What follows belongs to an exercise in optimizing a design on an open flow for small area, a short achievable clock period and few clock cycles; a production flow would make more cautious choices.
Where RTL was checked, it was by simulation tests only, not by an equivalence proof against the original.
No functional check of the RTL was part of runs 4 and 5.
No activity file was given, so power comes from the tool's default toggle rates.

==> design.v <==
module ddp_divider (
    input  wire [29:0] rem,
    input  wire        bit_in,
    output wire [29:0] rem_next,
    output wire        fits
);
    localparam [30:0] NS_PER_SEC = 31'd1000000000;
    wire [30:0] rem_shift = {rem, bit_in};
    wire [31:0] rem_sub   = {1'b0, rem_shift} - {1'b0, NS_PER_SEC};
    assign fits     = !rem_sub[31];
    assign rem_next = fits ? rem_sub[29:0] : rem_shift[29:0];
endmodule
module ddp_hdr_codec (
    input  wire [108:0] ser_hdr,
    output wire [111:0] ser_bytes,    
    output wire [4:0]   ser_len,      
    input  wire [111:0] par_bytes,
    input  wire [15:0]  par_buflen,   
    output wire [108:0] par_hdr,      
    output wire [4:0]   par_len,      
    output wire         par_bad       
);
    wire       s_t      = ser_hdr[108];
    wire [7:0] s_flags  = {3'b010, ser_hdr[108:104]};
    assign ser_bytes = {s_flags, ser_hdr[103:32], s_t ? ser_hdr[31:0] : 32'd0};
    assign ser_len   = s_t ? 5'd14 : 5'd10;
    wire p_t = par_bytes[108];           
    assign par_len = p_t ? 5'd14 : 5'd10;
    assign par_bad = (par_buflen < 16'd10) || (p_t && par_buflen < 16'd14);
    assign par_hdr = {par_bytes[108:104],         
                      par_bytes[103:96],          
                      par_bytes[95:88],           
                      par_bytes[87:80],           
                      par_bytes[79:48],           
                      par_bytes[47:32],           
                      p_t ? par_bytes[31:0] : 32'd0};
endmodule
module ddp_len_lt #(
    parameter [15:0] K = 16'd10
) (
    input  wire [15:0] a,
    input  wire [15:0] b,
    output wire        lt
);
    localparam [15:0] C = 16'd1 - K;     
    wire [15:0] x = a;
    wire [15:0] y = ~b;
    wire [15:0] s = x ^ y ^ C;
    wire [15:0] c = (x & y) | (x & C) | (y & C);
    wire [15:0] g0 = {s[15:1] & c[14:0], 1'b0};
    wire [15:0] p0 = {s[15:1] ^ c[14:0], s[0]};
    wire [15:0] g1 = g0 | (p0 & {g0[14:0], 1'b0});
    wire [15:0] p1 = p0 & {p0[14:0], 1'b0};
    wire [15:0] g2 = g1 | (p1 & {g1[13:0], 2'b0});
    wire [15:0] p2 = p1 & {p1[13:0], 2'b0};
    wire [15:0] g3 = g2 | (p2 & {g2[11:0], 4'b0});
    wire [15:0] p3 = p2 & {p2[11:0], 4'b0};
    wire [15:0] g4 = g3 | (p3 & {g3[7:0], 8'b0});
    assign lt = !(c[15] & g4[15]);
endmodule
module ddp_core (
    input  wire         clk,
    input  wire         rst,           
    input  wire         cmd_valid,
    output wire         cmd_ready,
    input  wire [7:0]   cmd_op,
    input  wire [111:0] cmd_data,
    input  wire [15:0]  cmd_len,
    input  wire         cmd_txfail,    
    input  wire [63:0]  cmd_now_sec,   
    input  wire [29:0]  cmd_now_nanos,
    output reg          rsp_valid,
    output reg  [2:0]   rsp_status,
    output reg  [111:0] rsp_data,
    output reg  [15:0]  rsp_len,
    output reg          rsp_mism
);
    localparam [7:0] OP_FLAGS_ENC = 8'h10, OP_FLAGS_DEC = 8'h11,
                     OP_PF_ENC    = 8'h12, OP_PF_DEC    = 8'h13,
                     OP_HDR_SER   = 8'h14, OP_HDR_PARSE = 8'h15,
                     OP_PKT_PARSE = 8'h16,
                     OP_TX_CONFIG = 8'h20, OP_TX_SETDEST = 8'h21,
                     OP_TX_SETOFF = 8'h22, OP_TX_TCON    = 8'h23,
                     OP_TX_TCOFF  = 8'h24, OP_TX_WRITE   = 8'h25,
                     OP_TX_WRITEAT = 8'h26,
                     OP_TC_INSTANT = 8'h40, OP_TC_DELAY  = 8'h41;
    localparam [2:0] ST_OK = 3'd0, ST_MALFORMED = 3'd1, ST_TOO_LARGE = 3'd2,
                     ST_RESERVED = 3'd3, ST_TRANSPORT = 3'd4, ST_ILLEGAL = 3'd5;
    localparam [15:0] MAX_PAYLOAD   = 16'd1440;
    localparam [15:0] EPOCH_LO      = 16'h7E80;    
    reg [4:0]  hdr_flags;     
    reg [7:0]  hdr_seq;
    reg [7:0]  hdr_pf;
    reg [7:0]  hdr_dest;
    reg [31:0] hdr_offset;
    reg [15:0] hdr_length;
    reg [31:0] hdr_tc;
    reg        tc_busy;        
    reg        tc_carry;       
    reg        rdy;            
    assign cmd_ready = rdy;
    wire accept = cmd_valid && rdy;
    reg         s1_valid;
    reg [7:0]   s1_op;
    reg [109:0] s1_data;
    reg [15:0]  s1_len;
    reg         s1_fail;
    reg         s1_lt10, s1_lt14, s1_gt_max, s1_mism10, s1_mism14;
    wire        pkt_lt10, pkt_lt14;
    ddp_len_lt #(.K(10)) u_lt10 (.a(cmd_len), .b(cmd_data[47:32]), .lt(pkt_lt10));
    ddp_len_lt #(.K(14)) u_lt14 (.a(cmd_len), .b(cmd_data[47:32]), .lt(pkt_lt14));
    always @(posedge clk) begin
        s1_op   <= cmd_op;
        s1_data[63:0] <= cmd_data[63:0];
        if (cmd_op[6] && cmd_op[0])
            s1_data[109:64] <= {cmd_now_sec[15:0], cmd_now_nanos};
        else
            s1_data[109:64] <= {1'b0, cmd_data[108:64]};
        s1_len  <= cmd_len;
        s1_fail <= cmd_txfail;
        s1_lt10   <= cmd_len < 16'd10;
        s1_lt14   <= cmd_len < 16'd14;
        s1_gt_max <= cmd_len > MAX_PAYLOAD;
        s1_mism10 <= pkt_lt10;
        s1_mism14 <= pkt_lt14;
        if (rst)
            s1_valid <= 1'b0;
        else
            s1_valid <= accept;
    end
    wire [15:0] s1_now_sec   = s1_data[109:94];
    wire [29:0] s1_now_nanos = s1_data[93:64];
    wire op_tc = (s1_op == OP_TC_INSTANT) || (s1_op == OP_TC_DELAY);
    wire [7:0] seq_next = (hdr_seq == 8'd0)  ? 8'd0 :
                          (hdr_seq <= 8'd15) ? hdr_seq + 8'd1 : 8'd1;
    wire [31:0] wr_offset = (s1_op == OP_TX_WRITEAT) ? s1_data[31:0] : hdr_offset;
    wire [108:0] wr_hdr = {hdr_flags, seq_next, hdr_pf, hdr_dest,
                           wr_offset, s1_len, hdr_tc};
    wire [108:0] ser_in = (s1_op == OP_HDR_SER) ? s1_data[108:0] : wr_hdr;
    wire [111:0] ser_bytes;
    wire [4:0]   ser_len;
    wire [108:0] par_hdr;
    wire [4:0]   par_len;
    wire         par_bad;
    ddp_hdr_codec u_codec (
        .ser_hdr    (ser_in),
        .ser_bytes  (ser_bytes),
        .ser_len    (ser_len),
        .par_bytes  ({3'd0, s1_data[108:0]}),
        .par_buflen (s1_len),
        .par_hdr    (par_hdr),
        .par_len    (par_len),
        .par_bad    (par_bad)
    );
    wire        pkt_t        = s1_data[108];
    wire [15:0] pkt_declared = par_hdr[47:32];
    wire        pkt_mism     = pkt_t ? s1_mism14 : s1_mism10;
    wire [15:0] pkt_paylen   = !pkt_mism ? pkt_declared :
                               pkt_t ? s1_len - 16'd14 : s1_len - 16'd10;
    wire [63:0] tc_dvd   = rsp_data[63:0];
    wire [29:0] tc_rem   = rsp_data[93:64];
    wire [6:0]  tc_cnt   = rsp_data[100:94];
    wire [15:0] tc_base  = rsp_len;
    wire [38:0] dly_lo   = {1'b0, s1_data[37:0]} + {9'd0, s1_now_nanos};
    wire [25:0] dly_hi1  = s1_data[63:38] + 26'd1;       
    wire [25:0] dly_hi   = dly_lo[38] ? dly_hi1 : s1_data[63:38];
    wire        dly_neg  = s1_data[63] && !(dly_lo[38] && s1_data[62:38] == 25'h1FFFFFF);
    wire        dly_fast = (s1_data[63:38] == 26'd0) && (s1_data[37:30] != 8'hFF);
    wire        tc_bit = (tc_cnt > 7'd16) && tc_dvd[63];
    wire        tc_last = (tc_cnt == 7'd1);
    wire [29:0] tc_rem_next;
    wire        tc_fits;
    ddp_divider u_div (
        .rem      (tc_rem),
        .bit_in   (tc_bit),
        .rem_next (tc_rem_next),
        .fits     (tc_fits)
    );
    wire [15:0] tc_sec_init = (s1_op[0] ? s1_now_sec : s1_data[15:0]) + EPOCH_LO;
    wire        tc_addq = (tc_cnt == 7'd2);
    wire [15:0] tc_sec  = tc_base + (tc_carry ? tc_dvd[29:14] : 16'd0);
    always @(posedge clk) begin
        rsp_status <= ST_OK;
        rsp_data   <= 112'd0;
        rsp_len    <= 16'd0;
        rsp_mism   <= 1'b0;
        if (tc_busy) begin
            if (tc_last) begin
                rsp_data[31:0] <= {tc_base, tc_dvd[14:0], tc_fits};
            end else begin
                rsp_data[63:0]   <= {tc_dvd[62:0], tc_fits};
                rsp_data[93:64]  <= tc_rem_next;
                rsp_data[100:94] <= tc_cnt - 7'd1;
                rsp_len          <= tc_addq ? tc_sec : tc_base;
            end
        end else begin
            case (s1_op)
            OP_FLAGS_ENC: rsp_data[7:0] <= {3'b010, s1_data[4:0]};
            OP_FLAGS_DEC: rsp_data[4:0] <= s1_data[4:0];
            OP_PF_ENC:    rsp_data[7:0] <= s1_data[7:0];
            OP_PF_DEC:    rsp_data[7:0] <= s1_data[7:0];
            OP_HDR_SER: begin
                rsp_data <= ser_bytes;
                rsp_len  <= {11'd0, ser_len};
            end
            OP_HDR_PARSE, OP_PKT_PARSE: begin
                if (s1_lt10 || pkt_t && s1_lt14) begin
                    rsp_status     <= ST_MALFORMED;
                    rsp_data[15:0] <= s1_len;
                end else begin
                    rsp_data[108:0] <= par_hdr;
                    if (s1_op == OP_HDR_PARSE) begin
                        rsp_len <= {11'd0, par_len};
                    end else begin
                        rsp_len  <= pkt_paylen;
                        rsp_mism <= pkt_mism;
                    end
                end
            end
            OP_TX_CONFIG, OP_TX_SETOFF, OP_TX_TCON, OP_TX_TCOFF: ;
            OP_TX_SETDEST: begin
                if (s1_data[7:0] == 8'd0)
                    rsp_status <= ST_RESERVED;
            end
            OP_TX_WRITE, OP_TX_WRITEAT: begin
                if (s1_gt_max) begin
                    rsp_status     <= ST_TOO_LARGE;
                    rsp_data[15:0] <= s1_len;
                end else if (s1_fail) begin
                    rsp_status <= ST_TRANSPORT;
                end else begin
                    rsp_data <= ser_bytes;
                    rsp_len  <= hdr_flags[4] ? s1_len + 16'd14 : s1_len + 16'd10;
                end
            end
            OP_TC_INSTANT: begin
                rsp_data[100:94] <= 7'd17;
                rsp_data[93:64]  <= {1'b0, s1_data[93:65]};
                rsp_data[63]     <= s1_data[64];
                rsp_len          <= tc_sec_init;
            end
            OP_TC_DELAY: begin
                rsp_len       <= tc_sec_init;
                if (dly_fast) begin
                    rsp_data[100:94] <= 7'd25;
                    rsp_data[93:64]  <= {1'b0, dly_lo[37:9]};
                    rsp_data[63:55]  <= dly_lo[8:0];
                end else begin
                    rsp_data[100:94] <= 7'd80;
                    rsp_data[93:64]  <= dly_neg ? 30'd999999999 : 30'd0;
                    rsp_data[63:0]   <= {dly_hi, dly_lo[37:0]};
                end
            end
            default: begin
                rsp_status    <= ST_ILLEGAL;
                rsp_data[7:0] <= s1_op;
            end
            endcase
        end
        if (rst) begin
            hdr_flags    <= 5'b00001;      
            hdr_seq      <= 8'd1;
            hdr_pf       <= 8'h0D;         
            hdr_dest     <= 8'd1;
            hdr_offset   <= 32'd0;
            hdr_length   <= 16'd0;
            hdr_tc       <= 32'd0;
            tc_busy      <= 1'b0;
            rdy          <= 1'b1;
            rsp_valid    <= 1'b0;
        end else begin
            rsp_valid <= s1_valid && !op_tc || tc_busy && tc_last;
            if (tc_busy && tc_last)
                tc_busy <= 1'b0;
            if (accept && (cmd_op == OP_TC_INSTANT || cmd_op == OP_TC_DELAY))
                rdy <= 1'b0;
            else if (tc_busy && tc_cnt == 7'd2)
                rdy <= 1'b1;
            if (s1_valid) begin
                case (s1_op)
                OP_TX_CONFIG: begin
                    hdr_flags  <= s1_data[108:104];
                    hdr_seq    <= s1_data[103:96];
                    hdr_pf     <= s1_data[95:88];
                    hdr_dest   <= s1_data[87:80];
                    hdr_offset <= s1_data[79:48];
                    hdr_length <= s1_data[47:32];
                    hdr_tc     <= s1_data[31:0];
                end
                OP_TX_SETDEST: begin
                    if (s1_data[7:0] != 8'd0)
                        hdr_dest <= s1_data[7:0];
                end
                OP_TX_SETOFF: hdr_offset <= s1_data[31:0];
                OP_TX_TCON: begin
                    hdr_flags[4] <= 1'b1;
                    hdr_tc       <= s1_data[31:0];
                end
                OP_TX_TCOFF: begin
                    hdr_flags[4] <= 1'b0;
                    hdr_tc       <= 32'd0;
                end
                OP_TX_WRITE, OP_TX_WRITEAT: begin
                    if (s1_op == OP_TX_WRITEAT)
                        hdr_offset <= s1_data[31:0];
                    if (!s1_gt_max) begin
                        hdr_seq    <= seq_next;
                        hdr_length <= s1_len;
                    end
                end
                OP_TC_INSTANT: begin
                    tc_busy  <= 1'b1;
                    tc_carry <= 1'b0;
                end
                OP_TC_DELAY: begin
                    tc_busy  <= 1'b1;
                    tc_carry <= 1'b1;
                end
                default: ;
                endcase
            end
        end
    end
endmodule
==> flow/run.sh <==
#!/bin/bash
# The standard layout, with a tighter setup target for timing repair
# (the constraints are unchanged) and the smallest buffer on the ports.
bash standard.sh SETUP_SLACK_MARGIN=6.8 "BUFFER_PORTS_ARGS=-buffer_cell sky130_fd_sc_hd__buf_1" finish > standard.log 2>&1
==> standard.sh <==
#!/bin/bash
# synth_recipe.tcl (not shown) runs the flow's synth.tcl, then flattens the netlist and writes it again
# the make line also repeats each setting of config.mk as NAME=value (left out here)
make -C /OpenROAD-flow-scripts/flow DESIGN_CONFIG=/design/flow/config.mk WORK_HOME=/design/flow/orfs CLKGATE_MAP_FILE= SYNTH_SCRIPT=/design/flow/synth_recipe.tcl "${@:-finish}"
==> config.mk <==
export PLATFORM = sky130hd
export DESIGN_NAME = ddp_core
export DESIGN_NICKNAME = ddp_core
export VERILOG_FILES = /design/flow/design.v
export SDC_FILE = /design/flow/constraint.sdc
export NUM_CORES = 4
export LEC_CHECK = 0
export CAP_MARGIN = 10
export CORE_MARGIN = 2
export CORE_UTILIZATION = 50
export CTS_BUF_LIST = sky130_fd_sc_hd__clkbuf_4 sky130_fd_sc_hd__clkbuf_8
export PLACE_DENSITY = 0.65
export SLEW_MARGIN = 10
==> constraint.sdc <==
create_clock -name core_clock -period 10.0 [get_ports {clk}]
set_input_delay 2.0000 -clock core_clock [delete_from_list [all_inputs] [get_ports {clk}]]
set_output_delay 2.0000 -clock core_clock [all_outputs]
set_load 0.01 [all_outputs]
==> metrics.md, run 1 <==
| Metric | Value |
|---|---|
| Min-delay worst type | reg2reg |
| CTS tree | built |
| Gpl congestion | 0.979 |
| Starting density of the core | 50.9% |
| Tmin final | 3.30 ns |
| Main combinational cell family by area after synthesis | compound AO/OA/AOI/OAI gates |
| First-pass GRT wire length | 117000 um |
| XOR/XNOR Fraction of Synth Area | 5.48% |
| Post-DRT Antenna Nets | 0 |
| Die Span X | 203 um |
| Mux cell area share after synthesis | 5.12% |
| Syn avg cell area | 8.53 um2 |
| Commonest cells in the synthesized netlist | dfxtp_1 (351), nand2_1 (282), a21oi_1 (202), nor2_1 (168), clkbuf_1 (125) |
| Synth Flop Type | dfxtp_1 |
| Hold Violations, Final | 0 |
| Final wirelength | 79400 um |
| Actual slew at the worst max-slew pin | 1.16 ns |
| Count leader, synth | dfxtp_1 |
| CTS Sinks | 368 |
| Vias in the first global route | 19.3k |
| Hold Startpoint | hdr_tc[21] |
| Tot GR Track Use | 37.3% |
| IO Count | 368 |
| Via/cell ratio | 6.32 |
| Synth area leader | dfxtp_1 |
| Worst slew margin | 21.3% |
| Worst min-delay path endpoint | hdr_tc[21] |
| Share of layout cells above drive strength 1 | 24.2% |
| Period utilisation layout | 33.0% |
| ANT cells | 0 |
| Final setup TNS | 0 ns |
| Post-synth EDFFs | 17 |
| Core ar. | 38900 um2 |
| Slew Limit Fails | 0 |
| Drt drc | 0 |
| Grt ovf | 0 |
| Final setup viols | 0 |
| Outcome | complete, no violations |
| Sequential-to-total area share from yosys stat | 38.0% |
| Clk root buf | clkbuf_8 |
| Iter 0 DRT Violations | 2423 |
| Maxcap violations | 0 |
| CP endpoint kind | flop |
| DR WL/cell | 24.5 um |
| Initial antenna violation count | 1 |
| Synth Area in Adders | 6.07% |
| Setup Crit Path Kind | reg2reg |
| Reg2reg end | rsp_len[13] |
| Hold Buf Count CTS | 0 |
| Worst hold path depth | 2 |
| Synth Instances | 2325 |
| Synth cell types | 92 |
| Area added between synthesis and finish | 24.5% |
| Clock latency (worst-skew pair) | 0.68 ns |
| R2R cell count | 10 |
| Worst reg2reg startpoint | s1_data[108] |
| Pwr/cell area | 145 nW/um2 |
| Pre-Repair DR Iteration Count | 8 |
| Die Ht | 203 um |
| Flop2flop setup slack | 6.70 ns |
| Post-synth design cell area | 19800 um2 |
| Maximum VDD drop | 113 uV |
| Clock Skew | 0.0152 ns |
| Crit path DAT | 3.70 ns |
| Yosys top cell area share | 35.4% |
| Placement Rows | 72 |
| Port bufs | 314 |
| CP Max Fanout | 5 |
| Leakage | 9.59 nW |
| RSZ-0062 raised after global routing | yes |
| Yosys reg bits | 368 |
| H-tree depth | 2 |
| CTS Buffer Depth | 3 |
| Post-synthesis simple-gate area fraction | 16.7% |
| Tot Pwr | 3.57 mW |
| Largest cells by area after synthesis | dfxtp_1 (35%), ha_1 (5.6%), nand2_1 (5.3%) |
| Compound-Gate Fraction of Synth Area | 23.9% |
| Largest net degree at the start of global routing | 66 |
| Fin nets | 2996 |
| CTS Buf Count | 59 |
| CP Launch Type | flop |
| Routed vias | 20.5k |
| Crit path required time | 10.39 ns |
| Post-synth ARST share | 0% |
| Max Fclk | 303 MHz |
| Die area | 41300 um2 |
| Dpl hpwl | 56400 um |
| Synth warn | 1 |
| Clk slew on worst S/H paths | 0.07 ns |
## where the power goes
group          total, mW  internal [mW]  switching [mW]
Clock               1.49          0.853           0.642
Sequential          1.61           1.51          0.0951
Combinational      0.466          0.199           0.267
## layer usage
metal / global-route usage (%) / vias to the layer above / wire, um
met5: 0 / - / 63
li1: - / 9196 / -
met1: 49.1 / 9799 / 31200
met3: 7.38 / 253 / 8480
met2: 57.9 / 1225 / 35300
met4: 19.5 / 4 / 4430
## through the flow
step	cells	hold slack, ns	setup slack [ns]	instance area [um2]	util [%]
2_1_floorplan	2326	0.432	6.68	19900	-
3_3_place_gp	3042	0.438	6.03	21500	55.3
3_5_place_dp	3042	0.443	5.97	21500	55.3
4_1_cts	3209	0.454	6.68	24100	61.8
5_1_grt	3238	0.472	6.60	24700	63.4
6_report	3238	0.451	6.70	24700	63.4
## registers in the layout, indices dropped and copies added, names as in the netlist, 16 cells and up
name        flops
rsp_data      110
s1_data       110
hdr_offset     32
hdr_tc         32
rsp_len        16
s1_len         16
## cells in the final DEF (no fill, tap or decap), types with 28 or more instances in the layout
master    Yosys  final
a21oi_1     202    195
a222oi_1     36     36
a22oi_1      75     75
buf_1         4    199
buf_2        23     77
buf_4         5    109
clkbuf_8      0     75
dfxtp_1     351    244
dfxtp_2       0     79
dfxtp_4       0     28
ha_1         89     64
inv_1        76     68
mux2_2       59     59
mux2i_1      35     33
nand2_1     282    277
nand3_1      77     75
nor2_1      168    160
nor3_1       39     33
o21ai_0      74     65
o21ai_1      30     35
o221ai_1     38     37
o22ai_1      33     33
xnor2_1      70     69
xor2_1       54     47
## how the worst max path moves through the flow
stage,startpoint,endpoint,slack (ns),cells after the start
5_1_grt,tc_carry,rsp_len[14],6.60,14
6_report,s1_data[108],rsp_len[13],6.70,10
3_5_place_dp,s1_data[0],rsp_data[89],5.97,12
2_1_floorplan,cmd_len[9],s1_mism10,6.68,10
3_3_place_gp,s1_data[0],rsp_data[89],6.03,12
4_1_cts,tc_carry,rsp_len[14],6.68,14
## worst max-delay path, cell delays in order, from the launching register on
cell	delay (ns)
dfxtp_4	0.40
buf_4	0.12
fa_1	0.21
inv_1	0.05
a21o_1	0.24
or4_4	0.48
nor4_2	0.18
xnor2_1	0.16
o21ai_1	0.10
a222oi_1	0.92
o22ai_1	0.15
## layout make-up
type                            instances  area (um2)
Clock inverter                         25         259
Multi-Input combinational cell       1725       12200
Sequential cell                       368        7740
Timing Repair Buffer                  437        2450
Tap cell                              518         648
Fill cell                            3557       14200
Inverter                               78         313
Clock buffer                           87        1120
## cell families after synthesis
logic type | count (synthesis)
flops | 368
other cells | 1
compound gates | 692
fa+ha+maj | 94
mux | 94
simple gates | 717
buf+inv | 235
xor+xnor | 124
## repair_timing
| action | in CTS | in global routing |
|---|---|---|
| pin swaps | 27 | 38 |
| buffers inserted | 53 | 29 |
| setup endpoints to repair | 196 | 100 |
| gates cloned | 2 | 0 |
| resized for setup | 280 | 111 |
Testbench counts, summed over its fixed seeds: cycles 10,492.
==> inputs of run 2 (changes only) <==
==> flow/run.sh (replaced) <==
#!/bin/bash
# The standard layout, with a tighter setup target for timing repair
# (the constraints are unchanged) and the smallest buffer on the ports.
bash standard.sh SETUP_SLACK_MARGIN=7.1 "BUFFER_PORTS_ARGS=-buffer_cell sky130_fd_sc_hd__buf_1" finish > standard.log 2>&1
--- a/config.mk
+++ b/config.mk
@@ -5,9 +5,9 @@
 export SDC_FILE = /design/flow/constraint.sdc
 export NUM_CORES = 4
 export LEC_CHECK = 0
-export CAP_MARGIN = 10
+export CAP_MARGIN = 20
 export CORE_MARGIN = 2
 export CORE_UTILIZATION = 50
 export CTS_BUF_LIST = sky130_fd_sc_hd__clkbuf_4 sky130_fd_sc_hd__clkbuf_8
 export PLACE_DENSITY = 0.65
-export SLEW_MARGIN = 10
+export SLEW_MARGIN = 20
==> run 2 against run 1 <==
Compared with the run above:
- final area up 11%
- synthesized area did not move
- power grew 6.9%
- worst hold slack better by 0.0027 ns
- cell count rose by 2.9%
- via count rose by 3.2%
- critical path type unchanged
- die area is the same
- sequential power about the same
- global-route usage up 2.4 points
- clock skew rose by 0.017 ns
- still clean
- non-clock buffer count is 94 higher
- register-to-register slack about the same
==> metrics.md, run 2 <==
| Metric | Value |
|---|---|
| Outcome | complete, no violations |
| Hold Startpoint | hdr_tc[31] |
| Largest cells by area after synthesis | dfxtp_1 (35%), ha_1 (5.6%), nand2_1 (5.3%) |
| DR WL/cell | 25.5 um |
| Hold Violations, Final | 0 |
| Clk pwr share | 42.7% |
| IO Count | 368 |
| CP Launch Type | flop |
| CP cell instances | ha_4 > fa_2 > a211o_1 > a21oi_2 > o21a_2 > nor3_2 > o211a_1 > o21a_4 > buf_12 > o21ai_4 > xor2_4 > o211ai_1 > a22o_1 |
| CTS Buf Count | 61 |
| Synth Instances | 2325 |
| Yosys reg bits | 368 |
| Worst min-delay path endpoint | hdr_tc[31] |
| Flop2flop setup slack | 6.70 ns |
| Synth Flop Type | dfxtp_1 |
| Starting density of the core | 50.9% |
| Maximum VDD drop | 137 uV |
| Peak per-stage delay on the critical path | 0.39 ns |
| Area added between synthesis and finish | 37.6% |
| Vias in the first global route | 20.1k |
| Initial antenna violation count | 4 |
| Tmin final | 3.30 ns |
| Syn avg cell area | 8.53 um2 |
| Most frequent cells in the layout | nand2_1 (273), dfxtp_1 (194), a21oi_1 (182), buf_4 (179), buf_1 (171) |
| Post-DRT Antenna Nets | 0 |
| Placement Rows | 72 |
| Clk root buf | clkbuf_8 |
| Grt ovf | 0 |
| Drt drc | 0 |
| Max Fclk | 303 MHz |
| Core ar. | 38900 um2 |
| CTS tree | built |
| CTS Sinks | 368 |
| Sequential fraction of design power | 42.1% |
| Share of total power in combinational logic | 15.1% |
| Via/cell ratio | 6.34 |
| CP Max Fanout | 2 |
| Final wirelength | 84800 um |
| Port bufs | 314 |
| Crit path required time | 10.57 ns |
| Final setup TNS | 0 ns |
| Biggest regs | rsp_data (110), s1_data (110) |
| Pwr/cell area | 140 nW/um2 |
| Tot GR Track Use | 39.6% |
| Post-synth ARST share | 0% |
| Post-synth design cell area | 19800 um2 |
| CP endpoint kind | flop |
| Routed vias | 21.1k |
| Switching share of power | 28.1% |
| Tot Pwr | 3.82 mW |
| Worst reg2reg startpoint | s1_data[64] |
| Actual slew at the worst max-slew pin | 1.20 ns |
| Die Ht | 203 um |
| R2R cell count | 13 |
| Period utilisation layout | 33.0% |
| Count leader, synth | dfxtp_1 |
| Gpl congestion | 0.969 |
| Psw | 1.07 mW |
| Crit path DAT | 3.87 ns |
| RSZ-0062 raised after global routing | yes |
| Maxcap violations | 0 |
| Worst slew margin | 20.3% |
| Die Span X | 203 um |
| Synth area leader | dfxtp_1 |
| Final setup viols | 0 |
| Dpl hpwl | 57100 um |
| Worst hold path depth | 2 |
| First-pass GRT wire length | 124000 um |
| Clock Skew | 0.0322 ns |
| Die area | 41300 um2 |
| Fin nets | 3092 |
| Clock latency (worst-skew pair) | 0.70 ns |
| Synth cell types | 92 |
| Pre-Repair DR Iteration Count | 12 |
| Synth warn | 1 |
| Post-synth EDFFs | 17 |
| Leakage | 10.6 nW |
| Share of layout cells above drive strength 1 | 33.3% |
| Slowest cell on the critical path | fa_2 |
| CTS Buffer Depth | 3 |
| Reg2reg end | rsp_data[89] |
| Clk slew on worst S/H paths | 0.06 ns |
| Largest net degree at the start of global routing | 67 |
| Sequential-to-total area share from yosys stat | 38.0% |
| Yosys top cell area share | 35.4% |
| Iter 0 DRT Violations | 2657 |
| Slew Limit Fails | 0 |
| Worst Path Buf+Inv | 1 |
| Setup Crit Path Kind | reg2reg |
| Commonest cells in the synthesized netlist | dfxtp_1 (351), nand2_1 (282), a21oi_1 (202), nor2_1 (168), clkbuf_1 (125) |
| Min-delay worst type | reg2reg |
| Worst path top cell family by delay | compound AO/OA/AOI/OAI gates |
| P_int | 2.74 mW |
| Most common cell after layout, fill and taps aside | nand2_1 |
| H-tree depth | 2 |
-- run 2: cell counts after synthesis --
Identical to the previous run, type by type.
-- run 2: stage by stage --
stage	std cells	hold WS (ns)	util (%)	cell area (um2)	setup slack, ns
2_1_floorplan	2326	0.432	-	20000	6.68
3_3_place_gp	3041	0.438	55.3	21500	6.06
3_5_place_dp	3041	0.444	55.3	21500	6.01
4_1_cts	3288	0.452	67.9	26400	6.70
5_1_grt	3332	0.467	70.1	27300	6.65
6_report	3332	0.454	70.1	27300	6.70
-- run 2: area by class of cell --
class | instances | area [um2]
diodes | 1 | 2.50
clock buffers | 82 | 1100
clock inverters | 29 | 404
flip-flops and latches | 368 | 7860
fillers | 2998 | 11600
well taps | 518 | 648
repair buffers | 531 | 3980
multi-input cells | 1725 | 13000
inverters | 78 | 315
-- run 2: timing repair --
item	4_1_cts	5_1_grt
pin swaps	115	101
setup buffers	133	43
resized for setup	623	141
endpoints found under the setup margin	282	239
hold buffers	0	0
gates cloned	3	0
-- run 2: logic make-up (layout without fill, tap and decap cells) --
kind of cell / after synthesis / count (layout) / synth area share (%)
AO/OA/AOI/OAI: 692 / 693 / 23.9
XOR/XNOR: 124 / 124 / 5.48
adder cells (fa/ha/maj): 94 / 94 / 6.07
buffers and inverters: 235 / 720 / 4.69
flip-flops: 368 / 368 / 38.0
multiplexers: 94 / 94 / 5.12
other: 1 / 3 / 0.0189
AND/OR/NAND/NOR: 717 / 718 / 16.7
-- run 2: power by group through the flow --
stage | combinational [mW] | sequential (mW) | clock (mW)
2_1_floorplan | 0.275 | 1.58 | 0
3_3_place_gp | 0.394 | 1.64 | 0
3_5_place_dp | 0.400 | 1.64 | 0
4_1_cts | 0.516 | 1.60 | 1.64
5_1_grt | 0.610 | 1.61 | 1.72
6_report | 0.577 | 1.61 | 1.63
-- run 2: metal layers --
| layer | share of wire (%) | global-route usage, % | routed length (um) |
|---|---|---|---|
| met5 | 0.021 | 0 | 18 |
| met4 | 5.8 | 21.4 | 4930 |
| met3 | 11 | 10.8 | 9590 |
| met1 | 38 | 50.1 | 32400 |
| met2 | 45 | 61.5 | 37800 |
-- run 2: tightest hold or removal path, cell delays in order, from the launching register on --
cell and delay, ns:
dfxtp_1 0.31, nand2_1 0.05, a21oi_1 0.05
-- run 2: worst max-delay path by stage --
stage	startpoint	endpoint	slack, ns	depth (start not counted)
after floorplan	cmd_len[9]	s1_mism10	6.68	10
after global placement	s1_data[0]	rsp_data[89]	6.06	12
after detailed placement	s1_data[0]	rsp_data[89]	6.01	12
after CTS	rsp_len[1]	rsp_len[1]	6.70	1
after global routing	s1_data[64]	rsp_data[89]	6.65	13
final	s1_data[64]	rsp_data[89]	6.70	13
==> inputs of run 3 (changes only) <==
==> flow/run.sh (replaced) <==
#!/bin/bash
# The standard layout, with a tighter setup target for timing repair
# (the constraints are unchanged) and the smallest buffer on the ports.
bash standard.sh SETUP_SLACK_MARGIN=6.8 "BUFFER_PORTS_ARGS=-buffer_cell sky130_fd_sc_hd__buf_1" finish > standard.log 2>&1
--- a/config.mk
+++ b/config.mk
@@ -7,7 +7,6 @@
 export LEC_CHECK = 0
 export CAP_MARGIN = 20
 export CORE_MARGIN = 2
-export CORE_UTILIZATION = 50
-export CTS_BUF_LIST = sky130_fd_sc_hd__clkbuf_4 sky130_fd_sc_hd__clkbuf_8
-export PLACE_DENSITY = 0.65
+export CORE_UTILIZATION = 40
+export PLACE_DENSITY = 0.6
 export SLEW_MARGIN = 20
==> run 3 against run 2 <==
Compared with the run above:
- sequential share of layout area grew 2.1 points
- clock skew shrank 0.013 ns
- cell count grew 0.18%
- synthesized cell count is the same
- count of clock-buffer cells in the layout shrank 20
- critical path type unchanged
==> metrics.md, run 3 <==
| Metric | Value |
|---|---|
| Outcome | complete, no violations |
| Fillers | 4711 |
| Hold Startpoint | hdr_tc[31] |
| Via/cell ratio | 6.01 |
| Actual slew at the worst max-slew pin | 1.15 ns |
| Hold Violations, Final | 0 |
| CTS Buf Count | 42 |
| Die Span X | 227 um |
| Most common cell after layout, fill and taps aside | buf_1 |
| Sequential-to-total area share from yosys stat | 38.0% |
| CTS Buffer Depth | 3 |
| Crit path launch | s1_data[108] |
| Tmin final | 3.42 ns |
| Met2 usage | 48.6% |
| H-tree depth | 2 |
| CTS Sinks | 368 |
| Drt drc | 0 |
| Core ar. | 49000 um2 |
| Post-synth ARST share | 0% |
| Clock latency (worst-skew pair) | 0.58 ns |
| Met3 Use GR | 7.98% |
| Compound-Gate Fraction of Synth Area | 23.9% |
| Min-delay worst type | reg2reg |
| Dpl hpwl | 59100 um |
| Largest cells by area after synthesis | dfxtp_1 (35%), ha_1 (5.6%), nand2_1 (5.3%) |
| Clk slew on worst S/H paths | 0.06 ns |
| Final setup TNS | 0 ns |
| Share of layout cells above drive strength 1 | 17.4% |
| Tot GR Track Use | 31.1% |
| CTS tree | built |
| CP Launch Type | flop |
| Final wirelength | 82500 um |
| Die Ht | 227 um |
| First-pass GRT wire length | 119000 um |
| Period utilisation layout | 34.2% |
| Mux cell area share after synthesis | 5.12% |
| Synth Flop Type | dfxtp_1 |
| IO Count | 368 |
| Clock Skew | 0.0188 ns |
| CP endpoint kind | flop |
| Crit path DAT | 3.70 ns |
| Routed vias | 20.1k |
| Post-synth design cell area | 19800 um2 |
| Post-synth EDFFs | 17 |
| Post-synthesis simple-gate area fraction | 16.7% |
| Yosys top cell area share | 35.4% |
| Setup Crit Path Kind | reg2reg |
| ANT cells | 0 |
| Grt ovf | 0 |
| Flop2flop setup slack | 6.58 ns |
| Placement Rows | 81 |
| Port bufs | 314 |
| Synth area leader | dfxtp_1 |
| Slew Limit Fails | 0 |
| XOR/XNOR Fraction of Synth Area | 5.48% |
| Commonest cells in the synthesized netlist | dfxtp_1 (351), nand2_1 (282), a21oi_1 (202), nor2_1 (168), clkbuf_1 (125) |
| Pwr/cell area | 148 nW/um2 |
| Initial antenna violation count | 1 |
| Iter 0 DRT Violations | 2355 |
| Leakage | 9.04 nW |
| Maxcap violations | 0 |
| Synth Instances | 2325 |
| Gpl congestion | 0.933 |
| Die area | 51400 um2 |
| Final setup viols | 0 |
| Worst slew margin | 23.0% |
| Biggest regs | rsp_data (110), s1_data (110) |
| Tot Pwr | 3.67 mW |
| Fin nets | 2968 |
| Vias in the first global route | 18.8k |
| Global route hottest layer | met2 |
| Crit path required time | 10.28 ns |
| Area added between synthesis and finish | 24.7% |
| CP Max Fanout | 4 |
| Most frequent cells in the layout | buf_1 (306), dfxtp_1 (297), nand2_1 (276), a21oi_1 (191), nor2_1 (161) |
| Synth cell types | 92 |
| Yosys reg bits | 368 |
| Max Fclk | 292 MHz |
| Worst reg2reg startpoint | s1_data[108] |
| Pre-Repair DR Iteration Count | 7 |
| DR WL/cell | 24.7 um |
| Synth Area in Adders | 6.07% |
| Largest net degree at the start of global routing | 67 |
| Syn avg cell area | 8.53 um2 |
| Synth warn | 1 |
| RSZ-0062 raised after global routing | yes |
| Post-DRT Antenna Nets | 0 |
| Count leader, synth | dfxtp_1 |
| Starting density of the core | 40.5% |
| Maximum VDD drop | 111 uV |
| Met1 Usage GRT | 40.0% |
| Clk root buf | clkbuf_16 |
| Main combinational cell family by area after synthesis | compound AO/OA/AOI/OAI gates |
[run 3: cell counts after synthesis]
No cell type changed its count.
[run 3: worst max-delay path: stages, from the launching register on]
cell	delay, ns
dfxtp_4	0.37
buf_4	0.11
buf_6	0.09
fa_2	0.19
inv_1	0.04
a21o_1	0.22
or4_4	0.48
nor4_2	0.20
xnor2_1	0.15
o21ai_1	0.10
a222oi_1	1.02
o22ai_1	0.16
[run 3: routing by layer]
layer,part of all wire [%],wire [um]
met5,0.14,113
met2,45,37100
met3,10,8310
met1,40,32900
met4,4.9,4080
[run 3: logic make-up (layout without fill, tap and decap cells)]
kind of cell,Yosys count,in the layout
multiplexers,94,94
XOR/XNOR,124,124
AO/OA/AOI/OAI,692,694
other,1,2
buffers and inverters,235,579
flip-flops,368,368
AND/OR/NAND/NOR,717,719
adder cells (fa/ha/maj),94,94
[run 3: layout make-up]
type | instances | area (um2) | area share (%)
multi-input cells | 1727 | 12400 | 50.0
flip-flops and latches | 368 | 7630 | 30.9
repair buffers | 424 | 2160 | 8.74
clock buffers | 62 | 1300 | 5.26
well taps | 664 | 831 | 3.36
inverters | 78 | 313 | 1.26
clock inverters | 15 | 113 | 0.455
[run 3: path summary, 6_finish.rpt]
check,end,cells after the start
worst min-delay path,hdr_tc[31],2
worst max register to register,rsp_len[13],11
worst max-delay path,rsp_len[13],11
worst min register to register,hdr_tc[31],2
[run 3: power by group]
| part | switching, mW | internal [mW] |
|---|---|---|
| Combinational | 0.277 | 0.212 |
| Clock | 0.639 | 0.928 |
| Sequential | 0.0943 | 1.52 |
[run 3: stage by stage]
step	instances	instance area [um2]	worst slack, ns	util (%)	hold WS, ns
after global routing	3338	24700	6.52	50.5	0.466
final	3338	24700	6.58	50.5	0.449
after detailed placement	3188	21700	5.91	44.4	0.445
after floorplan	2326	19900	6.68	-	0.432
after CTS	3297	23800	6.70	48.6	0.453
after global placement	3188	21700	6.00	44.3	0.438
[run 3: repair_timing]
action	4_1_cts	5_1_grt
gates resized for setup	107	134
endpoints found under the setup margin	120	96
buffers inserted	29	40
pin swaps	27	68
cloned	3	1
hold buffers	0	0
==> inputs of run 4 (changes only) <==
--- a/design.v
+++ b/design.v
@@ -10,6 +10,46 @@
     assign fits     = !rem_sub[31];
     assign rem_next = fits ? rem_sub[29:0] : rem_shift[29:0];
 endmodule
+module ddp_add #(
+    parameter W = 16
+) (
+    input  wire [W-1:0] a,
+    input  wire [W-1:0] b,
+    input  wire         ci,
+    output wire [W-1:0] s,
+    output wire         co
+);
+    localparam L = $clog2(W + 1);
+    localparam N = W + 1;
+    wire [N-1:0] g0 = {a & b, ci};
+    wire [N-1:0] p0 = {a ^ b, 1'b0};
+    genvar k, i;
+    generate
+        for (k = 0; k < L; k = k + 1) begin : lvl
+            wire [N-1:0] gi, pi, go, po;
+            if (k == 0) begin : first
+                assign gi = g0;
+                assign pi = p0;
+            end else begin : next
+                assign gi = lvl[k-1].go;
+                assign pi = lvl[k-1].po;
+            end
+            for (i = 0; i < N; i = i + 1) begin : pos
+                if ((i >> k) & 1) begin : comb
+                    localparam integer J = ((i >> k) << k) - 1;
+                    assign go[i] = gi[i] | (pi[i] & gi[J]);
+                    assign po[i] = pi[i] & pi[J];
+                end else begin : pass
+                    assign go[i] = gi[i];
+                    assign po[i] = pi[i];
+                end
+            end
+        end
+    endgenerate
+    wire [N-1:0] c = lvl[L-1].go;
+    assign s  = (a ^ b) ^ c[W-1:0];
+    assign co = c[W];
+endmodule
 module ddp_hdr_codec (
     input  wire [108:0] ser_hdr,
     output wire [111:0] ser_bytes,    
@@ -155,14 +195,27 @@
     wire        pkt_t        = s1_data[108];
     wire [15:0] pkt_declared = par_hdr[47:32];
     wire        pkt_mism     = pkt_t ? s1_mism14 : s1_mism10;
+    wire [15:0] pkt_avail;        
+    wire        pkt_avail_co;
+    ddp_add #(.W(16)) u_avail (.a(s1_len), .b(pkt_t ? ~16'd14 : ~16'd10), .ci(1'b1),
+                               .s(pkt_avail), .co(pkt_avail_co));
+    wire [15:0] wr_len;           
+    wire        wr_len_co;
+    ddp_add #(.W(16)) u_wrlen (.a(s1_len), .b(hdr_flags[4] ? 16'd14 : 16'd10), .ci(1'b0),
+                               .s(wr_len), .co(wr_len_co));
     wire [15:0] pkt_paylen   = !pkt_mism ? pkt_declared :
-                               pkt_t ? s1_len - 16'd14 : s1_len - 16'd10;
+                               pkt_avail;
     wire [63:0] tc_dvd   = rsp_data[63:0];
     wire [29:0] tc_rem   = rsp_data[93:64];
     wire [6:0]  tc_cnt   = rsp_data[100:94];
     wire [15:0] tc_base  = rsp_len;
-    wire [38:0] dly_lo   = {1'b0, s1_data[37:0]} + {9'd0, s1_now_nanos};
-    wire [25:0] dly_hi1  = s1_data[63:38] + 26'd1;       
+    wire [38:0] dly_lo;
+    ddp_add #(.W(38)) u_dlylo (.a(s1_data[37:0]), .b({8'd0, s1_now_nanos}), .ci(1'b0),
+                               .s(dly_lo[37:0]), .co(dly_lo[38]));
+    wire [25:0] dly_hi1;                                   
+    wire        dly_hi1_co;
+    ddp_add #(.W(26)) u_dlyhi (.a(s1_data[63:38]), .b(26'd0), .ci(1'b1),
+                               .s(dly_hi1), .co(dly_hi1_co));
     wire [25:0] dly_hi   = dly_lo[38] ? dly_hi1 : s1_data[63:38];
     wire        dly_neg  = s1_data[63] && !(dly_lo[38] && s1_data[62:38] == 25'h1FFFFFF);
     wire        dly_fast = (s1_data[63:38] == 26'd0) && (s1_data[37:30] != 8'hFF);
@@ -176,9 +229,15 @@
         .rem_next (tc_rem_next),
         .fits     (tc_fits)
     );
-    wire [15:0] tc_sec_init = (s1_op[0] ? s1_now_sec : s1_data[15:0]) + EPOCH_LO;
+    wire [15:0] tc_sec_init;
+    wire        tc_sec_init_co;
+    ddp_add #(.W(16)) u_secin (.a(s1_op[0] ? s1_now_sec : s1_data[15:0]), .b(EPOCH_LO), .ci(1'b0),
+                               .s(tc_sec_init), .co(tc_sec_init_co));
     wire        tc_addq = (tc_cnt == 7'd2);
-    wire [15:0] tc_sec  = tc_base + (tc_carry ? tc_dvd[29:14] : 16'd0);
+    wire [15:0] tc_sec;
+    wire        tc_sec_co;
+    ddp_add #(.W(16)) u_sec (.a(tc_base), .b(tc_carry ? tc_dvd[29:14] : 16'd0), .ci(1'b0),
+                             .s(tc_sec), .co(tc_sec_co));
     always @(posedge clk) begin
         rsp_status <= ST_OK;
         rsp_data   <= 112'd0;
@@ -230,7 +289,7 @@
                     rsp_status <= ST_TRANSPORT;
                 end else begin
                     rsp_data <= ser_bytes;
-                    rsp_len  <= hdr_flags[4] ? s1_len + 16'd14 : s1_len + 16'd10;
+                    rsp_len  <= wr_len;
                 end
             end
             OP_TC_INSTANT: begin
==> flow/run.sh (replaced) <==
#!/bin/bash
# The standard layout, with a tighter setup target for timing repair
# (the constraints are unchanged) and the smallest buffer on the ports.
bash standard.sh SETUP_SLACK_MARGIN=6.6 "BUFFER_PORTS_ARGS=-buffer_cell sky130_fd_sc_hd__buf_1" finish > standard.log 2>&1
==> config.mk (replaced) <==
export PLATFORM = sky130hd
export DESIGN_NAME = ddp_core
export DESIGN_NICKNAME = ddp_core
export VERILOG_FILES = /design/flow/design.v
export SDC_FILE = /design/flow/constraint.sdc
export NUM_CORES = 4
export LEC_CHECK = 0
export CAP_MARGIN = 10
export CORE_MARGIN = 2
export CORE_UTILIZATION = 50
export CTS_BUF_LIST = sky130_fd_sc_hd__clkbuf_4 sky130_fd_sc_hd__clkbuf_8
export PLACE_DENSITY = 0.65
export SLEW_MARGIN = 10
==> run 4 against run 3 <==
Compared with the run above:
- still clean on timing, DRC and antenna
- sequential power is essentially flat
- final area shrank 7.3%
- register-to-register slack about the same
- critical endpoint is now hdr_offset[21]
- largest power group unchanged
==> metrics.md, run 4 <==
| Metric | Value |
|---|---|
| Maximum VDD drop | 143 uV |
| Fin nets | 2876 |
| Commonest cells in the synthesized netlist | dfxtp_1 (351), nand2_1 (244), a21oi_1 (187), nor2_1 (186), ha_1 (97) |
| Pre-Repair DR Iteration Count | 9 |
| Synth warn | 1 |
| Placement Rows | 72 |
| Count leader, synth | dfxtp_1 |
| Slew Limit Fails | 0 |
| Clk root buf | clkbuf_8 |
| Synth Instances | 2255 |
| CP cell instances | xor2_1 > nand2_1 > o31ai_1 > nor2b_1 > o21ai_2 > buf_4 > a21oi_1 > nor2_1 |
| Mux cell area share after synthesis | 5.54% |
| Min-delay worst type | reg2reg |
| Largest cells by area after synthesis | dfxtp_1 (36%), ha_1 (6.2%), a21oi_1 (4.8%) |
| CP endpoint kind | flop |
| Crit path DAT | 3.93 ns |
| CP Max Fanout | 15 |
| Post-synthesis simple-gate area fraction | 17.2% |
| Share of layout cells above drive strength 1 | 12.0% |
| Via/cell ratio | 6.31 |
| CTS Buffer Depth | 3 |
| Period utilisation layout | 34.3% |
| Grt ovf | 0 |
| Synth area leader | dfxtp_1 |
| Clock latency (worst-skew pair) | 0.67 ns |
| Yosys reg bits | 368 |
| Met3 Use GR | 8.89% |
| CTS Sinks | 368 |
| Initial antenna violation count | 0 |
| Clock Skew | 0.0279 ns |
| Biggest regs | rsp_data (110), s1_data (110) |
| Final wirelength | 81200 um |
| Routed vias | 19.6k |
| Actual slew at the worst max-slew pin | 1.08 ns |
| IO Count | 368 |
| XOR/XNOR Fraction of Synth Area | 4.66% |
| H-tree depth | 2 |
| Synth Area in Adders | 7.13% |
| Final setup viols | 0 |
| Tot GR Track Use | 39.0% |
| Most common cell after layout, fill and taps aside | dfxtp_1 |
| Met2 usage | 58.0% |
| Area added between synthesis and finish | 17.3% |
| Post-DRT Antenna Nets | 0 |
| Pwr/cell area | 155 nW/um2 |
| Post-synth ARST share | 0% |
| CP Launch Type | flop |
| Setup Crit Path Kind | reg2reg |
| Slowest cell on the critical path | dfxtp_1 |
| Vias in the first global route | 18.2k |
| Synth Flop Type | dfxtp_1 |
| Die Ht | 202 um |
| Main combinational cell family by area after synthesis | compound AO/OA/AOI/OAI gates |
| Met1 Usage GRT | 52.9% |
| ANT cells | 0 |
| Synth cell types | 95 |
| Outcome | complete, no violations |
| Hold Violations, Final | 0 |
| First-pass GRT wire length | 118000 um |
| Sequential-to-total area share from yosys stat | 38.6% |
| Compound-Gate Fraction of Synth Area | 22.1% |
| DR WL/cell | 26.2 um |
| Core ar. | 38600 um2 |
| Max Fclk | 291 MHz |
| Peak per-stage delay on the critical path | 0.71 ns |
| Largest net degree at the start of global routing | 79 |
| Leakage | 8.64 nW |
| Dpl hpwl | 59900 um |
| Syn avg cell area | 8.67 um2 |
| Iter 0 DRT Violations | 2709 |
| Post-synth design cell area | 19500 um2 |
| Most frequent cells in the layout | dfxtp_1 (324), buf_1 (312), nand2_1 (241), nor2_1 (183), a21oi_1 (182) |
| Yosys top cell area share | 35.9% |
| CTS Buf Count | 59 |
| Worst slew margin | 28.3% |
| Gpl congestion | 0.974 |
| Tmin final | 3.43 ns |
| Crit path required time | 10.50 ns |
| Clk slew on worst S/H paths | 0.06 ns |
| Drt drc | 0 |
| Maxcap violations | 0 |
| Final setup TNS | 0 ns |
| CTS tree | built |
| Die Span X | 202 um |
| Global route hottest layer | met2 |
| Starting density of the core | 50.6% |
| Die area | 40700 um2 |
| Post-synth EDFFs | 17 |
| Port bufs | 314 |
| RSZ-0062 raised after global routing | yes |
| Tot Pwr | 3.56 mW |
## run 4: cell types whose count changed after synthesis, moves of 10 or more
cell	previous run	this run
nand2_1	282	244
o21ai_1	30	67
clkbuf_1	125	90
xnor2_1	70	47
o21ai_0	74	52
nor2_1	168	186
mux2i_1	35	52
a21oi_1	202	187
buf_2	23	34
a222oi_1	36	26
nand4_1	14	24
## run 4: timing repair
action	in CTS	in global routing
hold buffers	0	0
gates resized for setup	45	29
pin swaps	2	8
setup endpoints to repair	109	75
gates cloned	1	0
buffers inserted	2	14
## run 4: per-layer routing
| metal | wire [um] | part of all wire (%) | vias to the layer above |
|---|---|---|---|
| met5 | 0 | 0 | - |
| met4 | 4560 | 5.6 | 0 |
| met1 | 32500 | 40 | 9337 |
| met3 | 9380 | 12 | 233 |
| met2 | 34700 | 43 | 1217 |
| li1 | - | - | 8776 |
## run 4: cell families (layout without fill, tap and decap cells)
kind of cell               after synthesis  in the layout
other                                    1              2
buffers and inverters                  223            549
xor gates and xnor gates               104            104
DFF                                    368            368
and+or+nand+nor                        707            708
adders and majority gates              106            106
AOI/OAI and AO/OA                      644            644
muxes                                  102            102
## run 4: power breakdown
part           total (mW)  switching, mW  internal, mW
combinational       0.374          0.229         0.145
sequential           1.61         0.0956          1.52
clock                1.57          0.627         0.947
## run 4: final cells by class
class | instances | area [um2]
Multi-Input combinational cell | 1666 | 11300
Timing Repair Buffer | 361 | 1570
Clock inverter | 14 | 248
Fill cell | 3513 | 15700
Clock buffer | 94 | 1210
Tap cell | 518 | 648
Sequential cell | 368 | 7590
Inverter | 80 | 300
## run 4: stage by stage
step,setup WS (ns),area (um2),cells,utilization [%],hold slack [ns]
CTS,6.60,22700,3086,58.7,0.450
finish,6.57,22900,3101,59.3,0.448
global route,6.54,22900,3101,59.3,0.472
detailed placement,5.78,21100,2975,54.5,0.441
floorplan,6.61,19600,2256,-,0.431
global placement,5.79,21100,2975,54.5,0.438
## run 4: path summary, 6_finish.rpt
path                startpoint              to  slack, ns  cells past startpoint
setup / recovery      s1_op[1]  hdr_offset[21]       6.57                      8
setup reg to reg      s1_op[1]  hdr_offset[21]       6.57                      8
hold reg to reg   rsp_data[70]    rsp_data[71]       0.45                      2
hold / removal    rsp_data[70]    rsp_data[71]       0.45                      2
## run 4: worst max-delay path: cells and delay by family (launching register included)
kind / cells / cell delay [ns]
AOI/OAI and AO/OA: 3 / 0.81
xor gates and xnor gates: 1 / 0.42
buffers and inverters: 1 / 0.34
DFF: 1 / 0.71
and+or+nand+nor: 3 / 0.99
==> inputs of run 5 (changes only) <==
==> flow/run.sh (replaced) <==
#!/bin/bash
# The standard layout, with a tighter setup target for timing repair
# (the constraints are unchanged) and the smallest buffer on the ports.
bash standard.sh SETUP_SLACK_MARGIN=6.8 "BUFFER_PORTS_ARGS=-buffer_cell sky130_fd_sc_hd__buf_1" finish > standard.log 2>&1
==> run 5 against run 4 <==
Compared with the run above:
- still clean on timing, DRC and antenna
- cell count rose by 2.5%
- sequential power hardly changed
- power is 1.1% higher
- wire length up 1.9%
- critical path depth shrank 7
- critical path type is now reg2out
- critical endpoint is now rsp_len[0]
- highest routed layer unchanged
==> metrics.md, run 5 <==
| Metric | Value |
|---|---|
| Placement Rows | 72 |
| Via/cell ratio | 6.37 |
| Worst slew margin | 21.5% |
| Iter 0 DRT Violations | 2972 |
| Worst path top cell family by delay | flip-flops |
| Area added between synthesis and finish | 24.3% |
| Grt ovf | 0 |
| Outcome | complete, no violations |
| Largest net degree at the start of global routing | 78 |
| Most frequent cells in the layout | dfxtp_1 (241), nand2_1 (236), buf_1 (204), nor2_1 (182), a21oi_1 (179) |
| Final wirelength | 82700 um |
| Sequential-to-total area share from yosys stat | 38.6% |
| Tot Pwr | 3.60 mW |
| CP cell instances | buf_1 |
| Clk root buf | clkbuf_8 |
| Dpl cells | 2972 |
| Max layer used | met4 |
| Most common cell after layout, fill and taps aside | dfxtp_1 |
| Hold Violations, Final | 0 |
| Fillers | 3357 |
| Commonest cells in the synthesized netlist | dfxtp_1 (351), nand2_1 (244), a21oi_1 (187), nor2_1 (186), ha_1 (97) |
| Port bufs | 314 |
| CTS Buf Count | 60 |
| Pwr/cell area | 148 nW/um2 |
| DR WL met2 | 34800 um |
| Die Span X | 202 um |
| Pre-Repair DR Iteration Count | 10 |
| Vias in the first global route | 18.9k |
| Actual slew at the worst max-slew pin | 1.18 ns |
| Hold Buf Count CTS | 0 |
| Final setup viols | 0 |
| Final Util | 62.8% |
| Fin nets | 2949 |
| Clock Skew | 0.0343 ns |
| Post-synth ARST share | 0% |
| Synth Instances | 2255 |
| Finished Layout Cells | 3178 |
| Max Fclk | 304 MHz |
| Leakage | 9.55 nW |
| Final setup TNS | 0 ns |
| Die Ht | 202 um |
| CTS Buffer Depth | 3 |
| H-tree depth | 2 |
| Synth Flop Type | dfxtp_1 |
| Core ar. | 38600 um2 |
| Largest cells by area after synthesis | dfxtp_1 (36%), ha_1 (6.2%), a21oi_1 (4.8%) |
| Synth cell types | 95 |
| Min-delay worst type | reg2reg |
| Maximum VDD drop | 129 uV |
| Hold WS | 0.426 ns |
| Register Area | 7780 um2 |
| Tot GR Track Use | 38.9% |
| Setup Crit Path Kind | reg2out |
| Routed vias | 20.2k |
| Synth warn | 1 |
| Post-synth design cell area | 19500 um2 |
| Starting density of the core | 50.6% |
| WL met3 | 10600 um |
| Synth area leader | dfxtp_1 |
| CTS Sinks | 368 |
| CP Max Fanout | 2 |
| Post-DRT Antenna Nets | 0 |
| ANT cells | 0 |
| CP endpoint kind | primary output |
| Period utilisation layout | 32.9% |
| Peak per-stage delay on the critical path | 0.46 ns |
| First-pass GRT wire length | 119000 um |
| Drt drc | 0 |
| Crit path DAT | 1.29 ns |
| DR WL/cell | 26.0 um |
| Count leader, synth | dfxtp_1 |
| Crit path required time | 8.00 ns |
| Syn avg cell area | 8.67 um2 |
| Yosys reg bits | 368 |
| WL met1 | 31700 um |
| Biggest regs | rsp_data (110), s1_data (110) |
| Maxcap violations | 0 |
| Yosys top cell area share | 35.9% |
| Post-synth EDFFs | 17 |
| Share of layout cells above drive strength 1 | 23.1% |
| RSZ-0062 raised after global routing | yes |
| Slew Limit Fails | 0 |
| Initial antenna violation count | 0 |
| Die area | 40700 um2 |
| CTS tree | built |
| Slowest cell on the critical path | edfxtp_1 |
| Area of the multi-input gates | 11700 um2 |
| Tmin final | 3.29 ns |
| Gpl congestion | 0.995 |
| Worst Path Buf+Inv | 1 |
| Dpl hpwl | 58500 um |
| Clk slew on worst S/H paths | 0.07 ns |
| IO Count | 368 |
| Clock latency (worst-skew pair) | 0.69 ns |
| CP Launch Type | flop |
## run 5: cell type report
cell class	count	area share [%]
multi-input combinational	1667	48.0
timing repair buffer	432	9.96
clock inverter	21	1.18
tap	518	2.67
sequential	368	32.0
inverter	80	1.31
clock buffer	92	4.85
## run 5: worst paths after layout
path,slack (ns),to,cells after the start,startpoint
max reg2reg,6.77,rsp_data[87],13,s1_data[15]
max,6.71,rsp_len[0],1,rsp_len[0]
min,0.43,rsp_data[70],2,rsp_data[69]
min reg2reg,0.43,rsp_data[70],2,rsp_data[69]
## run 5: stage by stage
step                area, um2  worst slack (ns)
CTS                     23600              6.69
finish                  24300              6.71
floorplan               19700              6.68
detailed placement      21100              6.03
global placement        21100              6.09
global route            24300              6.71
## run 5: kinds of logic after synthesis
group | count (synthesis) | synth area share [%]
adder cells (fa/ha/maj) | 106 | 7.13
buffers and inverters | 223 | 4.71
multiplexers | 102 | 5.54
other | 1 | 0.0192
AO/OA/AOI/OAI | 644 | 22.1
flip-flops | 368 | 38.6
AND/OR/NAND/NOR | 707 | 17.2
XOR/XNOR | 104 | 4.66
## run 5: per-layer routing
metal / up-vias / track usage [%]
li1: 8923 / -
met1: 9534 / 51.9
met2: 1461 / 58.1
met3: 312 / 7.81
met4: 0 / 23.6
met5: - / 0
## run 5: tightest hold or removal path: stages, from the launching register on
cell,delay (ns)
dfxtp_1,0.31
nand2_1,0.05
nand2_1,0.04
## run 5: report_power, final
group | switching (mW) | internal (mW)
logic | 0.243 | 0.164
registers | 0.0948 | 1.51
clock network | 0.652 | 0.934
total | 0.989 | 2.61
## run 5: timing repair
action,4_1_cts,5_1_grt
pin swaps,7,22
buffers inserted,50,40
resized for setup,276,90
endpoints found under the setup margin,227,147
gates cloned,2,0
==> inputs of run 6 (changes only) <==
--- a/design.v
+++ b/design.v
@@ -19,7 +19,8 @@
     output wire [W-1:0] s,
     output wire         co
 );
-    localparam L = $clog2(W + 1);
+    localparam L = (W + 1 <=  2) ? 1 : (W + 1 <=  4) ? 2 : (W + 1 <=  8) ? 3 :
+                   (W + 1 <= 16) ? 4 : (W + 1 <= 32) ? 5 : (W + 1 <= 64) ? 6 : 7;
     localparam N = W + 1;
     wire [N-1:0] g0 = {a & b, ci};
     wire [N-1:0] p0 = {a ^ b, 1'b0};
==> run 6 against run 5 <==
Compared with the run above:
- setup slack did not move
- critical path depth unchanged
- still clean on timing, DRC and antenna
- clock power about the same
- clock skew stayed put
- wire length is the same
- worst hold slack unchanged
- sequential share of layout area unchanged
- global-route usage is the same
- count of clock-buffer cells in the layout unchanged
==> metrics.md, run 6 <==
| Metric | Value |
|---|---|
| Outcome | complete, no violations |
| Iter 0 DRT Violations | 2972 |
| Worst path top cell family by delay | flip-flops |
| Clk root buf | clkbuf_8 |
| Post-synth ARST share | 0% |
| CP Launch Type | flop |
| Crit path launch | rsp_len[0] |
| Pwr/cell area | 148 nW/um2 |
| Actual slew at the worst max-slew pin | 1.18 ns |
| Dpl hpwl | 58500 um |
| Initial antenna violation count | 0 |
| Count leader, synth | dfxtp_1 |
| Flop2flop setup slack | 6.77 ns |
| Synth cell types | 95 |
| Synth Flop Type | dfxtp_1 |
| Met1 Usage GRT | 51.9% |
| Synth warn | 1 |
| Commonest cells in the synthesized netlist | dfxtp_1 (351), nand2_1 (244), a21oi_1 (187), nor2_1 (186), ha_1 (97) |
| Final Util | 62.8% |
| Largest net degree at the start of global routing | 78 |
| DR WL/cell | 26.0 um |
| Starting density of the core | 50.6% |
| Tmin final | 3.29 ns |
| Maxcap violations | 0 |
| Global route hottest layer | met2 |
| Largest cells by area after synthesis | dfxtp_1 (36%), ha_1 (6.2%), a21oi_1 (4.8%) |
| Gpl congestion | 0.995 |
| Leakage | 9.55 nW |
| CP endpoint kind | primary output |
| Min-delay worst type | reg2reg |
| Most frequent cells in the layout | dfxtp_1 (241), nand2_1 (236), buf_1 (204), nor2_1 (182), a21oi_1 (179) |
| CP Max Fanout | 2 |
| Die area | 40700 um2 |
| Worst reg2reg startpoint | s1_data[15] |
| Setup crit end | rsp_len[0] |
| Final setup TNS | 0 ns |
| Via/cell ratio | 6.37 |
| Area added between synthesis and finish | 24.3% |
| Placement Rows | 72 |
| Met2 usage | 58.1% |
| ANT cells | 0 |
| Die Span X | 202 um |
| Reg2reg end | rsp_data[87] |
| Met3 Use GR | 7.81% |
| Maximum VDD drop | 129 uV |
| Worst Path Buf+Inv | 1 |
| Tot GR Track Use | 38.9% |
| Yosys reg bits | 368 |
| Fillers | 3357 |
| Final WS setup | 6.71 ns |
| Sequential-to-total area share from yosys stat | 38.6% |
| Biggest regs | rsp_data (110), s1_data (110) |
| CTS Buf Count | 60 |
| CTS Buffer Depth | 3 |
| Fin nets | 2949 |
| Slowest cell on the critical path | edfxtp_1 |
| Share of layout cells above drive strength 1 | 23.1% |
| Crit path required time | 8.00 ns |
| Syn avg cell area | 8.67 um2 |
| CTS Sinks | 368 |
| H-tree depth | 2 |
| Clock Skew | 0.0343 ns |
| Port bufs | 314 |
| Crit path DAT | 1.29 ns |
| Post-DRT Antenna Nets | 0 |
| Peak per-stage delay on the critical path | 0.46 ns |
| CP cell instances | buf_1 |
| IO Count | 368 |
| Clk slew on worst S/H paths | 0.07 ns |
| Post-synth design cell area | 19500 um2 |
| Hold Buf Count CTS | 0 |
| Most common cell after layout, fill and taps aside | dfxtp_1 |
| First-pass GRT wire length | 119000 um |
| Dpl ws | 6.03 ns |
| Crit path depth | 1 |
| Synth area leader | dfxtp_1 |
| Routed vias | 20.2k |
| Core ar. | 38600 um2 |
| Pre-Repair DR Iteration Count | 10 |
| Vias in the first global route | 18.9k |
| Final wirelength | 82700 um |
| Worst slew margin | 21.5% |
| R2R cell count | 13 |
| Clock latency (worst-skew pair) | 0.69 ns |
| Final setup viols | 0 |
| Grt ovf | 0 |
| Die Ht | 202 um |
| Yosys top cell area share | 35.9% |
| RSZ-0062 raised after global routing | yes |
| Drt drc | 0 |
| Max Fclk | 304 MHz |
| Setup Crit Path Kind | reg2out |
| Period utilisation layout | 32.9% |
| Synth Instances | 2255 |
| Hold Violations, Final | 0 |
| Post-synth EDFFs | 17 |
| CTS tree | built |
| Slew Limit Fails | 0 |
run 6: cells by family (layout without fill, tap and decap cells):
family,Yosys count,count (layout),synth area share (%)
AND/OR/NAND/NOR,707,708,17.2
adder cells (fa/ha/maj),106,106,7.13
XOR/XNOR,104,104,4.66
AO/OA/AOI/OAI,644,645,22.1
other,1,2,0.0192
multiplexers,102,102,5.54
flip-flops,368,368,38.6
buffers and inverters,223,625,4.71
run 6: what timing repair did:
| action | 4_1_cts | 5_1_grt |
|---|---|---|
| hold endpoints to repair | 0 | 0 |
| pin swaps | 7 | 22 |
| setup buffers | 50 | 40 |
| setup endpoints to repair | 227 | 147 |
| gates cloned | 2 | 0 |
| gates resized for setup | 276 | 90 |
run 6: how the worst min path moves through the flow:
stage,start,to,slack (ns),depth (start not counted)
2_1_floorplan,hdr_tc[2],hdr_tc[2],0.43,2
3_3_place_gp,rsp_data[65],rsp_data[66],0.44,2
3_5_place_dp,rsp_data[66],rsp_data[67],0.44,2
4_1_cts,rsp_data[69],rsp_data[70],0.42,2
5_1_grt,rsp_data[70],rsp_data[71],0.46,2
6_report,rsp_data[69],rsp_data[70],0.43,2
run 6: power by group:
group	total [mW]	internal, mW	switching [mW]
Sequential	1.61	1.51	0.0948
Clock	1.59	0.934	0.652
Combinational	0.406	0.164	0.243
run 6: metal layers:
metal,routed length [um],up-vias
met3,10600,312
met5,0,-
met2,34800,1461
met1,31700,9534
met4,5560,0
li1,-,8923
run 6: through the flow:
stage | area, um2 | total power [mW] | cells | hold slack [ns]
after floorplan | 19700 | 1.82 | 2256 | 0.431
after global placement | 21100 | 1.98 | 2972 | 0.435
after detailed placement | 21100 | 1.99 | 2972 | 0.437
after CTS | 23600 | 3.56 | 3137 | 0.424
after global routing | 24300 | 3.69 | 3178 | 0.462
final | 24300 | 3.60 | 3178 | 0.426
run 6: final cells by class:
type	count	area (um2)	share of cell area (%)
clock buffers	92	1180	4.85
clock inverters	21	287	1.18
inverters	80	318	1.31
multi-input cells	1667	11700	48.0
flip-flops and latches	368	7780	32.0
well taps	518	648	2.67
repair buffers	432	2420	9.96
run 6: worst reg2reg max path: stages (launching register included):
cell and delay, ns:
dfxtp_4 0.46, ha_1 0.31, and4_1 0.26, a221o_1 0.39, o2bb2ai_1 0.20, a21oi_4 0.18, o21ai_4 0.09, buf_12 0.18
and2_1 0.19, ha_1 0.20, xnor2_2 0.24, o21ai_0 0.11, o21ai_1 0.23, o21ai_1 0.09
Testbench counts of run 6, summed over its fixed seeds: cycles 10,492.

-- separate check: timing with driven ports --
The flow's constraints put no driver on any port. The routed layouts listed below were extracted and timed again, unchanged, in two steps.
Step 1: set_driving_cell puts a clkbuf_16 on clk and a buf_2 on each other input, an assumption about the parent block.
Step 2 adds t to the input delays and takes it off the output delays; t is the mean of the earliest and latest rising clock arrival at the registers after step 1. Input paths then give back, and output paths get back, about the clock's delay inside the block.
Three values: ideal, step 1, step 2; two values: the first two.
run	shift t [ns]	setup slack, ns	worst setup path at the end	slew at the worst register clock pin (ns)	worst data-port slew with drivers (ns)
run 1	0.724	6.696 / 6.653 / 6.165	input to register	0.07 / 0.07	0.05
run 2	0.745	6.703 / 6.650 / 6.373	input to register	0.07 / 0.07	0.06
run 3	0.627	6.580 / 6.580 / 6.244	input to register	0.07 / 0.07	0.05
run 4	0.713	6.567 / 6.567 / 6.172	input to register	0.07 / 0.07	0.05
run 5	0.727	6.712 / 6.657 / 6.243	input to register	0.07 / 0.07	0.04
run 6	0.727	6.712 / 6.657 / 6.243	input to register	0.07 / 0.07	0.04
After both steps every run listed still meets setup and hold. For run 1, which loses most, drivers alone change the setup slack by -0.043 ns; drivers and shift together by -0.531 ns.
